Background: an optimization exercise with open tools, aiming at small area, a short achievable clock period and few clock cycles. Do not read the settings as production practice.
Where RTL was checked, it was by simulation tests only, not by an equivalence proof against the original.

## uhre_fxu
module uhre_fxu (
    input  wire        clk,
    input  wire        rst,         
    input  wire        cmd_valid,
    input  wire [15:0] cmd_word,
    output wire        cmd_ready,
    output reg         done,
    input  wire        wr_en,
    input  wire [4:0]  wr_addr,
    input  wire [15:0] wr_data,
    input  wire [4:0]  rd_addr,
    output reg  [15:0] rd_data
);
Size in the first run: ~9600 cells after synthesis, ~600 flip-flops, ~64 I/O pins, about 0.068 mm2 of cells after synthesis.
==> flow/config.mk <==
export PLATFORM = sky130hd
export DESIGN_NAME = uhre_fxu
export DESIGN_NICKNAME = uhre_fxu
export VERILOG_FILES = /design/flow/design.v
export SDC_FILE = /design/flow/constraint.sdc
export NUM_CORES = 8
export LEC_CHECK = 0
export ABC_AREA = 1
export CAP_MARGIN = 20
export CORE_MARGIN = 2
export CORE_UTILIZATION = 32
export PLACE_DENSITY = 0.58
export SLEW_MARGIN = 60
==> flow/constraint.sdc <==
create_clock -name core_clock -period 14.0 [get_ports {clk}]
set_input_delay 2.8000 -clock core_clock [delete_from_list [all_inputs] [get_ports {clk}]]
set_output_delay 2.8000 -clock core_clock [all_outputs]
set_load 0.01 [all_outputs]
standard.sh (not shown) runs the stock make flow with config.mk's settings and CLKGATE_MAP_FILE= SYNTH_SCRIPT=/design/flow/synth_recipe.tcl, a recipe that flattens the netlist after the stock synthesis.
==> flow/flow/run.sh <==
#!/bin/bash
set -euo pipefail
export SETUP_SLACK_MARGIN=6.45
export BUFFER_PORTS_ARGS="-buffer_cell sky130_fd_sc_hd__buf_4"
bash standard.sh > make.log 2>&1
Testbench counts at the start, summed over its fixed seeds: cycles 10,997.
Then changed:
==> flow/flow/run.sh (replaced) <==
#!/bin/bash
set -euo pipefail
export SETUP_SLACK_MARGIN=6.3
export BUFFER_PORTS_ARGS="-buffer_cell sky130_fd_sc_hd__buf_4"
bash standard.sh > make.log 2>&1
Result: The changed run finished with timing, DRC and antenna clean. Worst hold slack gets worse by 0.0034 ns. Final cell count hardly moves. Routed wire length came out lower by about 0.5%. Clock-buffer cell count does not change. Synthesized cell count is unchanged. Die area is unchanged. Critical path depth came out lower by 1. Utilization came out lower by 0.35 points.

---

Starting RTL as in the previous note.
clock: 14.0 ns
lec_check: 0
abc_area: 1
cap_margin: 20
core_margin: 2
core_utilization: 50
place_density: 0.66
slew_margin: 60
==> flow/flow/run.sh <==
#!/bin/bash
set -euo pipefail
export SETUP_SLACK_MARGIN=6.3
export BUFFER_PORTS_ARGS="-buffer_cell sky130_fd_sc_hd__buf_4"
bash standard.sh > make.log 2>&1
The baseline went through all stages and came out clean.
Testbench counts at the start, summed over its fixed seeds: cycles 10,997.
Change:
--- a/flow/config.mk
+++ b/flow/config.mk
@@ -9,5 +9,5 @@
 export CAP_MARGIN = 20
 export CORE_MARGIN = 2
-export CORE_UTILIZATION = 50
-export PLACE_DENSITY = 0.66
+export CORE_UTILIZATION = 32
+export PLACE_DENSITY = 0.65
 export SLEW_MARGIN = 60
The new run produced a clean layout.
Cell count is higher by a little under a tenth.
Clock skew fell by 0.041 ns.
Sequential cell count is unchanged.
Change:
--- a/flow/config.mk
+++ b/flow/config.mk
@@ -9,5 +9,5 @@
 export CAP_MARGIN = 20
 export CORE_MARGIN = 2
-export CORE_UTILIZATION = 32
-export PLACE_DENSITY = 0.65
+export CORE_UTILIZATION = 28
+export PLACE_DENSITY = 0.56
 export SLEW_MARGIN = 60
Effect: The new run went through all stages and came out clean. First-iteration DRC count went down by a few percent. Synthesized area stays the same. Utilization went down by 4.2 points. Global-route usage went down by 3.2 points. Final area went up slightly.
Change:
==> flow/flow/run.sh (replaced) <==
#!/bin/bash
set -euo pipefail
export SETUP_SLACK_MARGIN=6.3
bash standard.sh > make.log 2>&1
--- a/flow/config.mk
+++ b/flow/config.mk
@@ -9,5 +9,5 @@
 export CAP_MARGIN = 20
 export CORE_MARGIN = 2
-export CORE_UTILIZATION = 28
-export PLACE_DENSITY = 0.56
-export SLEW_MARGIN = 60
+export CORE_UTILIZATION = 42
+export PLACE_DENSITY = 0.6
+export SLEW_MARGIN = 20
Outcome:
- wire length goes up by 7.4%
- sequential share of layout area went down by 0.30 points
- cell area rises by 1.4%

---

## the baseline
Another version of the RTL of uhre_fxu (not shown whole).
Size in the first run: about 9500 cells after synthesis.
export LEC_CHECK = 0
export ABC_AREA = 1
export CAP_MARGIN = 20
export CORE_MARGIN = 2
export CORE_UTILIZATION = 42
export CTS_BUF_LIST = sky130_fd_sc_hd__clkbuf_8 sky130_fd_sc_hd__clkbuf_4
export PLACE_DENSITY = 0.6
export SLEW_MARGIN = 20
create_clock -name core_clock -period 14.0 [get_ports {clk}]
==> flow/flow/run.sh <==
#!/bin/bash
set -euo pipefail
export SETUP_SLACK_MARGIN=5.8
bash standard.sh > make.log 2>&1
Testbench counts of the baseline, summed over its fixed seeds: cycles 11,086.
### the baseline -> the candidate
- CTS_BUF_LIST removed (was sky130_fd_sc_hd__clkbuf_8 sky130_fd_sc_hd__clkbuf_4)
==> flow/flow/run.sh <==
#!/bin/bash
set -euo pipefail
export SETUP_SLACK_MARGIN=6.3
bash standard.sh > make.log 2>&1
[summary]
- Global-route wire length before repair for the candidate: 4600 um up relative to the baseline
- Changes observed in the candidate relative to the baseline: CTS H-tree depth lower, post-route cell area increased by about 3% relative to the old numbers, fraction of area in clock buffers and inverters down 0.40 points, routed wire length moved up.
- The filler-free cell count of the finished design on the candidate is in line with that on the baseline.
- Lower fmax goes to the baseline over the candidate.
- Looking at cell at the slowest stage of the critical path, the sky130_fd_sc_hd__a2111oi_4 result is from the baseline; the sky130_fd_sc_hd__nor4_4 one comes from the candidate.
- Relative to the baseline, the post-cts repair resize count measured on the candidate has increased by more than 100%.
- When the candidate is set beside the baseline, its slew at the pin closest to its max-slew limit turns out to be 0.091 ns smaller.

---

## the previous run
Another version of the RTL of uhre_fxu (not shown whole).
Size in the first run: ~9900 cells after synthesis, about 600 flip-flops, roughly 64 I/O pins, roughly 0.069 sq mm of cells after synthesis.
export LEC_CHECK = 0
export ABC_AREA = 1
export CAP_MARGIN = 20
export CORE_MARGIN = 2
export CORE_UTILIZATION = 42
export PLACE_DENSITY = 0.6
export SLEW_MARGIN = 60
create_clock -name core_clock -period 14.0 [get_ports {clk}]
==> flow/flow/run.sh <==
#!/bin/bash
set -euo pipefail
export SETUP_SLACK_MARGIN=6.3
export BUFFER_PORTS_ARGS="-buffer_cell sky130_fd_sc_hd__buf_4"
bash standard.sh > make.log 2>&1
> inputs changed (the previous run -> the current run)
# the previous run
export LEC_CHECK = 0
export ABC_AREA = 1
export CAP_MARGIN = 20
export CORE_MARGIN = 2
export CORE_UTILIZATION = 42
export PLACE_DENSITY = 0.6
export SLEW_MARGIN = 60
create_clock -name core_clock -period 14.0 [get_ports {clk}]
# the current run
export LEC_CHECK = 0
export ABC_AREA = 1
export CAP_MARGIN = 20
export CORE_MARGIN = 2
export CORE_UTILIZATION = 42
export PLACE_DENSITY = 0.6
export SLEW_MARGIN = 20
create_clock -name core_clock -period 14.0 [get_ports {clk}]
--- outcome ---
The capture point of the worst path comes out rd_data[15] in one run and rd_data[14] in the other, namely in the current run and the previous run respectively.
Relative to the previous run, routed wire length has gone up in the current run.
In the metrics for the current run and the previous run, the one carrying the lower non-clock buffer count in the final layout is the previous run.
Sort the current run and the previous run by buffering stage count on the worst path with inverters included desc -> top: the current run
Looking at design area, the current run sits above the previous run.
Detailed-route wire length on metal 1: the current run vs the previous run up about 0.4%
Function was not checked in any run of this note: the RTL went through the layout flow alone.

---

run A:
uhre_fxu, a different RTL version from the one above (not shown whole).
Size in the first run: ~9900 cells after synthesis, ~600 flip-flops.
export LEC_CHECK = 0
export ABC_AREA = 1
export CAP_MARGIN = 20
export CORE_MARGIN = 2
export CORE_UTILIZATION = 42
export PLACE_DENSITY = 0.6
export SLEW_MARGIN = 20
create_clock -name core_clock -period 14.0 [get_ports {clk}]
==> flow/flow/run.sh <==
#!/bin/bash
set -euo pipefail
export SETUP_SLACK_MARGIN=6.0
export BUFFER_PORTS_ARGS="-buffer_cell sky130_fd_sc_hd__buf_4"
export CTS_ARGS="-sink_clustering_enable -repair_clock_nets -sink_clustering_size 30 -sink_clustering_max_diameter 80 -dont_use_dummy_load"
bash standard.sh > make.log 2>&1
Per the final summary, run A finished and its layout is clean on timing, DRC and antenna.
Input-level comparison between run B and run A:
--- a/flow/flow/run.sh
+++ b/flow/flow/run.sh
@@ -3 +3 @@
-export SETUP_SLACK_MARGIN=6.0
+export SETUP_SLACK_MARGIN=6.3
Results
Worst setup slack, run B and run A: larger value in run B
Post-route cell area: run B and run A compared, higher one is run B
Run B: flow completed, timing, DRC and antenna clean
Net count of the finished layout, run B vs run A: up slightly
Side by side, remaining max-slew budget at the tightest pin turned out lower in run B than in run A.
Relative to run A, the area added between synthesis and finish of run B is higher by 2.9 points.
Summary of run B over run A: fraction of the cycle the final worst path needs down 2.7 points, worst hold slack after final layout went up, area taken by flip-flops and latches neither gained nor lost much, routed wire length picked up an extra about 1.6%.
For run C, these inputs were changed with respect to run B:
--- a/flow/flow/run.sh
+++ b/flow/flow/run.sh
@@ -3 +3 @@
-export SETUP_SLACK_MARGIN=6.3
+export SETUP_SLACK_MARGIN=6.6
==> comparison <==
- Met1 capacity usage during global routing, run C and run B: larger value in run C
- Compared with run B, in run C largest net degree at the start of global routing flat, routed wire length now larger, clock network latency to the later pin of the worst-skew pair shrank by 0.02 ns, die area barely changed.
- Number of global-route vias before repair sits higher in run C than in run B.
> inputs changed (run C -> run D)
Settings: changing SLEW_MARGIN from 20 to 60.
--- a/flow/flow/run.sh
+++ b/flow/flow/run.sh
@@ -3 +3 @@
-export SETUP_SLACK_MARGIN=6.6
+export SETUP_SLACK_MARGIN=6.3
--- outcome ---
[run D] clock transition at the registers of the reported paths rose 0.02 ns relative to run C. Placed wire-length estimate ended up 2.7 mm higher on run D than on run C. Compared with run C, in run D number of standard cells in the layout, taps in and fillers out went down, final clock period utilization by the worst path went up, footprint of the multi-input gates went down, area of all placed cells without fillers went down. Taking run C as the reference, in run D actual slew at the worst max-slew pin shows a reduction of 0.55 ns; register-to-register slack shows a reduction of 0.23 ns.
No functional check of the RTL was part of any run of this note.

---

10-03:
Another version of the RTL of uhre_fxu (not shown whole).
Size in the first run: roughly 600 flip-flops, ~64 I/O pins, roughly 0.070 sq mm of cells after synthesis.
clock: 14.0 ns
lec_check: 0
abc_area: 1
cap_margin: 20
core_margin: 2
core_utilization: 42
place_density: 0.6
slew_margin: 20
==> flow/flow/run.sh <==
#!/bin/bash
set -euo pipefail
export SETUP_SLACK_MARGIN=6.6
export BUFFER_PORTS_ARGS="-buffer_cell sky130_fd_sc_hd__buf_4"
bash standard.sh > make.log 2>&1
Relative to 10-03, the following input files were edited for 02-28:
==> flow/flow/run.sh <==
#!/bin/bash
set -euo pipefail
export SETUP_SLACK_MARGIN=6.3
export BUFFER_PORTS_ARGS="-buffer_cell sky130_fd_sc_hd__buf_4"
bash standard.sh > make.log 2>&1
==> comparison <==
- From 10-03 to 02-28 the numbers moved as follows: setup fix buffers added after clock tree synthesis saw a decrease; final area has decreased; filler-free cell count of the finished design decreased 108.
- Relative to 10-03, total routing resource utilization after global routing has gone down in 02-28.
- Compared with 10-03, 02-28 shows a lower routed wire length.
- 02-28 vs 10-03 on minimum clock period after layout: 02-28 is the higher one.
- Measured against each other, 10-03 and 02-28 differ in largest clock skew in the final design, the higher figure coming from 10-03.
- Between 10-03 and 02-28, the number of multi-input logic gates figures differ only marginally.
No run of this note included a check of the RTL's function; only the layout flow was run.

---

RTL: one of the versions met above, not the one the previous note started from.
For scale: ~9,600 cells after synthesis, roughly 600 flip-flops, about 64 I/O pins.
clock: 14.0 ns
lec_check: 0
abc_area: 1
cap_margin: 20
core_margin: 2
core_utilization: 36
place_density: 0.58
slew_margin: 60
==> flow/flow/run.sh <==
#!/bin/bash
set -euo pipefail
export SETUP_SLACK_MARGIN=6.3
export BUFFER_PORTS_ARGS="-buffer_cell sky130_fd_sc_hd__buf_4"
bash standard.sh > make.log 2>&1
The first run completed without violations.
Testbench counts at the start, summed over its fixed seeds: cycles 10,997.
==> next run, changes <==
- CORE_UTILIZATION: 36 -> 42
- PLACE_DENSITY: 0.58 -> 0.6
- SLEW_MARGIN: 60 -> 20
Effect: Count of clock-buffer cells in the layout went down by 12. Final area hardly moves. Wire length grows by about 3.8%. Global-route usage is higher by 7.9 points. Core utilization rises by 6.8 points.

---

## lane 4
uhre_fxu, a different RTL version from the one above (not shown whole).
For scale: about 9700 cells after synthesis, ~630 flip-flops, ~64 I/O pins, roughly 69000 µm² of cells after synthesis.
==> flow/config.mk <==
export PLATFORM = sky130hd
export DESIGN_NAME = uhre_fxu
export DESIGN_NICKNAME = uhre_fxu
export VERILOG_FILES = /design/flow/design.v
export SDC_FILE = /design/flow/constraint.sdc
export NUM_CORES = 8
export LEC_CHECK = 0
export ABC_AREA = 1
export CAP_MARGIN = 20
export CORE_MARGIN = 2
export CORE_UTILIZATION = 50
export PLACE_DENSITY = 0.66
export SLEW_MARGIN = 20
==> flow/constraint.sdc <==
create_clock -name core_clock -period 14.0 [get_ports {clk}]
set_input_delay 2.8000 -clock core_clock [delete_from_list [all_inputs] [get_ports {clk}]]
set_output_delay 2.8000 -clock core_clock [all_outputs]
set_load 0.01 [all_outputs]
==> flow/flow/run.sh <==
#!/bin/bash
set -euo pipefail
export SETUP_SLACK_MARGIN=6.3
bash standard.sh > make.log 2>&1
Having completed the whole flow, lane 4 delivered a layout that passed the timing, design-rule and antenna checks.
The inputs of lane 1 differ from those of lane 4 as listed below.
Settings: a change of CORE_UTILIZATION from 50 to 42; a change of PLACE_DENSITY from 0.66 to 0.6.
- Setup slack in lane 1 is smaller than in lane 4.
- Lane 4 → lane 1: layout overhead on the synthesized area went up; minimum clock period after layout went up; post-detailed-routing wire length went up; first-pass GRT wire length went up.
Function was not checked in any run of this note: the RTL went through the layout flow alone.

==> port drivers added, routing unchanged <==
Ports are ideal in the flow. The routed layouts listed here were re-timed in OpenROAD.
Step 1 assumes that a clkbuf_16 drives the clock port and a buf_2 every other input.
Step 2 also shifts input and output timing later by t, the mid clock arrival at the registers, as if the neighbouring blocks saw the same clock.
a / b / c = no drivers / after step 1 / after step 2; a / b = the first two.
| run | shift t [ns] | setup slack, ns | worst setup path at the end | worst register clock-pin slew, ns | worst data-port slew with drivers (ns) |
|---|---|---|---|---|---|
| the first run of note 1 | 0.794 | 6.335 / 6.020 / 5.806 | input to register | 0.08 / 0.08 | 0.36 |
| the second run of note 1 | 0.787 | 6.280 / 6.077 / 5.691 | input to register | 0.08 / 0.08 | 0.23 |
| the first run of note 2 | 0.803 | 6.213 / 6.183 / 5.468 | input to register | 0.08 / 0.08 | 0.10 |
| the second run of note 2 | 0.774 | 6.144 / 5.975 / 5.790 | input to register | 0.07 / 0.07 | 0.33 |
| the third run of note 2 | 0.789 | 6.209 / 6.105 / 5.821 | input to register | 0.07 / 0.07 | 0.18 |
| the fourth run of note 2 | 0.792 | 6.010 / 5.789 / 5.593 | input to register | 0.07 / 0.07 | 0.23 |
| the baseline | 0.989 | 5.672 / 5.641 / 4.884 | input to register | 0.07 / 0.07 | 0.05 |
| the candidate | 0.795 | 6.015 / 5.971 / 5.534 | input to register | 0.07 / 0.07 | 0.06 |
| the previous run | 0.815 | 6.202 / 6.074 / 5.612 | input to register | 0.08 / 0.08 | 0.20 |
| the current run | 0.798 | 6.199 / 5.966 / 5.499 | input to register | 0.07 / 0.07 | 0.29 |
| run A | 0.769 | 5.787 / 5.714 / 5.265 | input to register | 0.10 / 0.10 | 0.12 |
| run B | 0.801 | 6.169 / 5.806 / 5.498 | input to register | 0.10 / 0.10 | 0.45 |
| run C | 0.776 | 6.197 / 5.891 / 5.829 | input to register | 0.10 / 0.10 | 0.34 |
| run D | 0.781 | 6.169 / 6.137 / 5.570 | input to register | 0.10 / 0.10 | 0.19 |
| 10-03 | 0.801 | 6.475 / 6.272 / 5.923 | input to register | 0.07 / 0.07 | 0.27 |
| 02-28 | 0.796 | 6.146 / 6.120 / 5.623 | input to register | 0.07 / 0.07 | 0.23 |
| the first run of note 7 | 0.794 | 6.218 / 6.043 / 5.726 | input to register | 0.08 / 0.08 | 0.22 |
| the second run of note 7 | 0.790 | 6.134 / 5.912 / 5.591 | input to register | 0.07 / 0.07 | 0.23 |
| lane 4 | 0.801 | 6.188 / 6.033 / 5.462 | input to register | 0.08 / 0.08 | 0.22 |
| lane 1 | 0.812 | 6.042 / 6.013 / 5.610 | input to register | 0.07 / 0.07 | 0.17 |
After both steps every run listed still meets setup and hold. For the baseline, which loses most, drivers alone change the setup slack by -0.031 ns; drivers and shift together by -0.788 ns.
